Background: an optimization exercise with open tools, aiming at small area, a short achievable clock period and few clock cycles. Do not read the settings as production practice.
Where RTL was checked, it was by simulation tests only, not by an equivalence proof against the original.
Power figures rest on the tool's default switching activity, not on a simulated workload.

// lmp_decoder
module lmp_decoder (
    input             clk,
    input             rst,         
    input             ev_valid,
    output            ev_ready,
    input      [1:0]  ev_kind,     
    input      [31:0] ev_time,
    output reg        res_valid,
    output reg [3:0]  res_err,     
    output     [32:0] res_period,
    output     [63:0] res_freq,
    output     [15:0] res_nbits,
    output     [3:0]  res_nbytes,
    output     [63:0] res_bytes
);
    localparam E_OK = 4'd0, E_ASYM = 4'd7, E_EMPTY = 4'd8, E_FRAMING = 4'd9;
    reg hold;
    assign ev_ready = ~hold;
    reg        s1_v;
    reg [1:0]  s1_k;
    reg [31:0] s1_t;
    wire take = ev_valid & ~hold;
    always @(posedge clk) begin
        s1_v <= take & ~rst;
        s1_k <= ev_kind;
        s1_t <= ev_kind[0] ? ~ev_time : ev_time;    
    end
    wire        p_v, p_first, p_rb0, p_close, p_asym, p_empty, p0_now;
    wire [31:0] p_w;
    lmp_edge_pairer u_pair (
        .clk    (clk),
        .rst    (rst),
        .ev_v   (s1_v),
        .ev_k   (s1_k),
        .ev_t   (s1_t),
        .p_v    (p_v),
        .p_w    (p_w),
        .p_first(p_first),
        .p_rb0  (p_rb0),
        .p_close(p_close),
        .p_asym (p_asym),
        .p_empty(p_empty),
        .p0_now (p0_now)
    );
    reg  [31:0] f0;
    reg  [32:0] d_d;
    reg         d_first, d_pulse, d_rb0;
    wire [32:0] dsum;
    lmp_add #(.W(33)) u_dsub (
        .a  ({1'b0, p_w}),
        .b  (~{1'b0, f0}),
        .cin(1'b1),
        .s  (dsum));
    always @(posedge clk) begin
        d_d   <= dsum;
        d_rb0 <= p_rb0;
    end
    wire        is_bit, bit_val, bad;
    lmp_classify u_cls (
        .d      (d_d),
        .f0     (f0),
        .rb_zero(d_rb0),
        .is_bit (is_bit),
        .bit_val(bit_val),
        .bad    (bad)
    );
  ...
For scale: about 2,200 cells after synthesis, roughly 480 flip-flops, ~220 I/O pins, roughly 0.023 mm² of cells after synthesis.
clock: 8.0 ns
lec_check: 0
cap_margin: 20
core_margin: 2
core_utilization: 40
place_density: 0.6
setup_slack_margin: 5
slew_margin: 20
standard.sh (not shown) runs the stock make flow with config.mk's settings and CLKGATE_MAP_FILE= SYNTH_SCRIPT=/design/flow/synth_recipe.tcl, a recipe that flattens the netlist after the stock synthesis.
==> flow/flow/run.sh <==
#!/bin/bash
# Standard layout, with plain buf_1 cells as the port buffers instead of the
# delay buffers buffer_ports picks by default, and clock tree synthesis
# without dummy loads.
set -euo pipefail
export BUFFER_PORTS_ARGS="-buffer_cell sky130_fd_sc_hd__buf_1"
export CTS_ARGS="-sink_clustering_enable -repair_clock_nets -sink_clustering_size 12 -sink_clustering_max_diameter 60 -buf_list sky130_fd_sc_hd__clkbuf_8 -dont_use_dummy_load"
bash standard.sh > standard.log 2>&1
The first run produced a clean layout.
Testbench counts at the start, summed over its fixed seeds: cycles 30,458.
Next try:
--- a/flow/flow/run.sh
+++ b/flow/flow/run.sh
@@ -7 +7 @@
-export CTS_ARGS="-sink_clustering_enable -repair_clock_nets -sink_clustering_size 12 -sink_clustering_max_diameter 60 -buf_list sky130_fd_sc_hd__clkbuf_8 -dont_use_dummy_load"
+export CTS_ARGS="-sink_clustering_enable -repair_clock_nets -sink_clustering_size 16 -sink_clustering_max_diameter 80 -buf_list sky130_fd_sc_hd__clkbuf_8 -dont_use_dummy_load"
CORE_UTILIZATION = 55   (was 40)
PLACE_DENSITY = 0.7   (was 0.6)
After rerunning: Worst setup slack is better by 17 ps. Cell count falls by 8.0%. Power falls by 4.4%.
Next try:
CORE_UTILIZATION = 40   (was 55)
PLACE_DENSITY = 0.6   (was 0.7)
SETUP_SLACK_MARGIN = 4.9   (was 5)
Clock power grows by about 4%.
Hold slack stays flat.
Worst setup slack is better by 30 ps.
Utilization shrinks by 17 points.
Global-route usage shrinks by 5.2 points.
Sequential cell count does not change.
Final area grows by 0.31%.
Register-to-register slack is worse by 70 ps.
Routed wire length grows by 8.3%.
Next try:
--- a/flow/flow/run.sh
+++ b/flow/flow/run.sh
@@ -3,2 +3,2 @@
-# delay buffers buffer_ports picks by default, and clock tree synthesis
-# without dummy loads.
+# delay buffers buffer_ports picks by default, clock tree synthesis without
+# dummy loads, and timing repair aiming at a 2.6 ns clock.
@@ -7,0 +8 @@
+export SETUP_SLACK_MARGIN=5.4
SETUP_SLACK_MARGIN = unset   (was 4.9)
Outcome: The new run finished with timing, DRC and antenna clean; design area is higher by roughly a tenth; via count rises by a few percent; first-iteration DRC count fell by about a fifth; worst setup slack gets better by 23 ps; maximum frequency grows slightly; non-clock buffer count came out higher by 200; global-route usage stays flat; synthesized cell count is unchanged; power goes up by a few percent; register-to-register slack barely changes.

========
Starting RTL as in the previous note.
Settings: LEC_CHECK=0, CAP_MARGIN=20, CORE_MARGIN=2, CORE_UTILIZATION=40, PLACE_DENSITY=0.6, SETUP_SLACK_MARGIN=5, SLEW_MARGIN=20; clock period 8.0 ns.
==> flow/flow/run.sh <==
#!/bin/bash
# Standard layout, with plain buf_1 cells as the port buffers instead of the
# delay buffers buffer_ports picks by default, and clock tree synthesis
# without dummy loads.
set -euo pipefail
export BUFFER_PORTS_ARGS="-buffer_cell sky130_fd_sc_hd__buf_1"
export CTS_ARGS="-sink_clustering_enable -repair_clock_nets -sink_clustering_size 24 -sink_clustering_max_diameter 80 -buf_list sky130_fd_sc_hd__clkbuf_16 -root_buf sky130_fd_sc_hd__clkbuf_16 -dont_use_dummy_load"
bash standard.sh > standard.log 2>&1
The baseline produced a clean layout.
Testbench counts at the start, summed over its fixed seeds: cycles 30,458.
Change:
--- a/flow/flow/run.sh
+++ b/flow/flow/run.sh
@@ -7 +7 @@
-export CTS_ARGS="-sink_clustering_enable -repair_clock_nets -sink_clustering_size 24 -sink_clustering_max_diameter 80 -buf_list sky130_fd_sc_hd__clkbuf_16 -root_buf sky130_fd_sc_hd__clkbuf_16 -dont_use_dummy_load"
+export CTS_ARGS="-sink_clustering_enable -repair_clock_nets -sink_clustering_size 16 -sink_clustering_max_diameter 80 -buf_list sky130_fd_sc_hd__clkbuf_8 -dont_use_dummy_load"
--- a/flow/config.mk
+++ b/flow/config.mk
@@ -13,0 +14 @@
+export TNS_END_PERCENT = 0
=>
- The new run passed the timing, DRC and antenna checks
- worst hold slack is better by 0.0048 ns
- critical path depth came out lower by 2
- cell count barely changes
- die area does not change
- wire length goes down by 1.9%
- sequential share of layout area increases by 0.74 points
- design area decreases by 1.6%
- global-route usage is lower by 0.19 points

========
lmp_decoder, a different RTL version from the one above (not shown whole).
Size: about 480 flip-flops, about 220 I/O pins, ~0.024 sq mm of cells after synthesis.
export LEC_CHECK = 0
export CAP_MARGIN = 20
export CORE_MARGIN = 2
export CORE_UTILIZATION = 40
export CTS_BUF_LIST = sky130_fd_sc_hd__clkbuf_8
export CTS_CLUSTER_SIZE = 20
export PLACE_DENSITY = 0.6
export SETUP_SLACK_MARGIN = 4.5
export SLEW_MARGIN = 20
create_clock -name core_clock -period 8.0 [get_ports {clk}]
==> flow/flow/run.sh <==
#!/bin/bash
# Standard layout, with plain buf_1 cells as the port buffers instead of the
# delay buffers buffer_ports picks by default.
set -euo pipefail
export BUFFER_PORTS_ARGS="-buffer_cell sky130_fd_sc_hd__buf_1"
bash standard.sh > standard.log 2>&1
==> next run, changes <==
--- a/flow/flow/run.sh
+++ b/flow/flow/run.sh
@@ -3 +3,2 @@
-# delay buffers buffer_ports picks by default.
+# delay buffers buffer_ports picks by default, and clock tree synthesis
+# without dummy loads.
@@ -5,0 +7 @@
+export CTS_ARGS="-sink_clustering_enable -repair_clock_nets -sink_clustering_size 16 -sink_clustering_max_diameter 80 -buf_list sky130_fd_sc_hd__clkbuf_8 -dont_use_dummy_load"
- CTS_BUF_LIST: sky130_fd_sc_hd__clkbuf_8 -> unset
- CTS_CLUSTER_SIZE: 20 -> unset
Outcome:
- die area stays the same
- routed wire length fell by 1.3%
- power came out lower by 13%
- final area shrinks by 4.5%
- utilization drops by 2.1 points
- worst setup slack hardly moves
- maximum frequency stays flat
No run of this note included a check of the RTL's function; only the layout flow was run.

========
RTL: one of the versions met above, not the one the previous note started from.
Size in the first run: about 2300 cells after synthesis, about 480 flip-flops, roughly 220 I/O pins, about 0.023 mm^2 of cells after synthesis.
Settings: LEC_CHECK=0, ABC_AREA=1, CAP_MARGIN=20, CORE_MARGIN=2, CORE_UTILIZATION=40, PLACE_DENSITY=0.6, SETUP_SLACK_MARGIN=5, SLEW_MARGIN=20; clock period 8.0 ns.
==> flow/flow/run.sh <==
#!/bin/bash
# Standard layout, with plain buf_1 cells as the port buffers instead of the
# delay buffers buffer_ports picks by default, and clock tree synthesis
# without dummy loads.
set -euo pipefail
export BUFFER_PORTS_ARGS="-buffer_cell sky130_fd_sc_hd__buf_1"
export CTS_ARGS="-sink_clustering_enable -repair_clock_nets -sink_clustering_size 16 -sink_clustering_max_diameter 80 -buf_list sky130_fd_sc_hd__clkbuf_8 -dont_use_dummy_load"
bash standard.sh > standard.log 2>&1
Testbench counts at the start, summed over its fixed seeds: cycles 30,458.
==> next run, changes <==
==> flow/flow/run.sh (replaced) <==
#!/bin/bash
# Standard layout, with plain buf_1 cells as the port buffers instead of the
# delay buffers buffer_ports picks by default, and clock tree synthesis
# without dummy loads.
set -euo pipefail
export BUFFER_PORTS_ARGS="-buffer_cell sky130_fd_sc_hd__buf_1"
export CTS_ARGS="-sink_clustering_enable -repair_clock_nets -sink_clustering_size 16 -sink_clustering_max_diameter 80 -buf_list sky130_fd_sc_hd__clkbuf_8 -root_buf sky130_fd_sc_hd__clkbuf_16 -dont_use_dummy_load"
bash standard.sh > standard.log 2>&1
- ABC_AREA: 1 -> not set
After rerunning: Final area is lower by 2.5%; synthesized area stays flat; via count goes down by 4.0%; wire length hardly moves.

========
Another version of the RTL of lmp_decoder (not shown whole).
Size in the first run: ~2,200 cells after synthesis, ~440 flip-flops, about 24,000 um^2 of cells after synthesis.
Settings: LEC_CHECK=0, CAP_MARGIN=20, CORE_MARGIN=2, CORE_UTILIZATION=40, CTS_BUF_LIST=sky130_fd_sc_hd__clkbuf_4, PLACE_DENSITY=0.6, SETUP_SLACK_MARGIN=4.5, SLEW_MARGIN=20; clock period 8.0 ns.
==> flow/flow/run.sh <==
#!/bin/bash
# Standard layout, with plain buf_1 cells as the port buffers instead of the
# delay buffers buffer_ports picks by default.
set -euo pipefail
export BUFFER_PORTS_ARGS="-buffer_cell sky130_fd_sc_hd__buf_1"
bash standard.sh > standard.log 2>&1
Testbench counts at the start, summed over its fixed seeds: cycles 30,458.
Rerun with:
- CTS_BUF_LIST: sky130_fd_sc_hd__clkbuf_4 -> sky130_fd_sc_hd__clkbuf_8
- CTS_CLUSTER_SIZE: not set -> 20
The changed run completed without violations. Register-to-register slack hardly moves. Clock power hardly moves. Final area barely changes. Power rose by about 0.38%.

[re-timing with driven ports]
No port has a modelled driver above. Below, the same layouts with a new extraction and two added sets of constraints. Step 1 assumes that a clkbuf_16 drives the clock port and a buf_2 every other input. Step 2 times the ports against the registers' clock, not the clock port: input delays grow and output delays shrink by t, the midpoint of the rising clock arrivals with the driver on. Slacks: no drivers / after step 1 / after step 2; pairs: no drivers / after step 1.
run | t, ns | setup slack, ns | worst setup path after step 2 | clock arrival spread, ns | worst data-port slew with drivers (ns)
the first run of note 1 | 0.667 | 4.847 / 4.793 / 4.487 | input to register | 0.111 / 0.110 | 0.07
the second run of note 1 | 0.635 | 4.864 / 4.810 / 4.745 | input to register | 0.090 / 0.090 | 0.06
the third run of note 1 | 0.647 | 4.894 / 4.840 / 4.533 | input to register | 0.112 / 0.111 | 0.07
the fourth run of note 1 | 0.648 | 4.917 / 4.860 / 4.872 | input to register | 0.093 / 0.093 | 0.06
the first run of note 2 | 0.626 | 4.874 / 4.818 / 4.511 | input to register | 0.062 / 0.062 | 0.07
the second run of note 2 | 0.655 | 4.875 / 4.820 / 4.470 | input to register | 0.072 / 0.071 | 0.07
the first run of note 3 | 0.712 | 4.533 / 4.533 / 4.445 | input to register | 0.060 / 0.060 | 0.07
the second run of note 3 | 0.656 | 4.536 / 4.536 / 4.476 | input to register | 0.077 / 0.077 | 0.07
the first run of note 4 | 0.637 | 4.782 / 4.776 / 4.690 | input to register | 0.075 / 0.074 | 0.03
the second run of note 4 | 0.574 | 4.981 / 4.925 / 4.690 | input to register | 0.058 / 0.058 | 0.07
the first run of note 5 | 0.889 | 4.686 / 4.632 / 4.729 | register to register | 0.078 / 0.079 | 0.07
the second run of note 5 | 0.697 | 4.721 / 4.721 / 4.721 | register to register | 0.034 / 0.034 | 0.07
After both steps setup and hold are still met in every run listed. For the second run of note 2, which loses most, drivers alone change the setup slack by -0.055 ns; drivers and shift together by -0.405 ns.
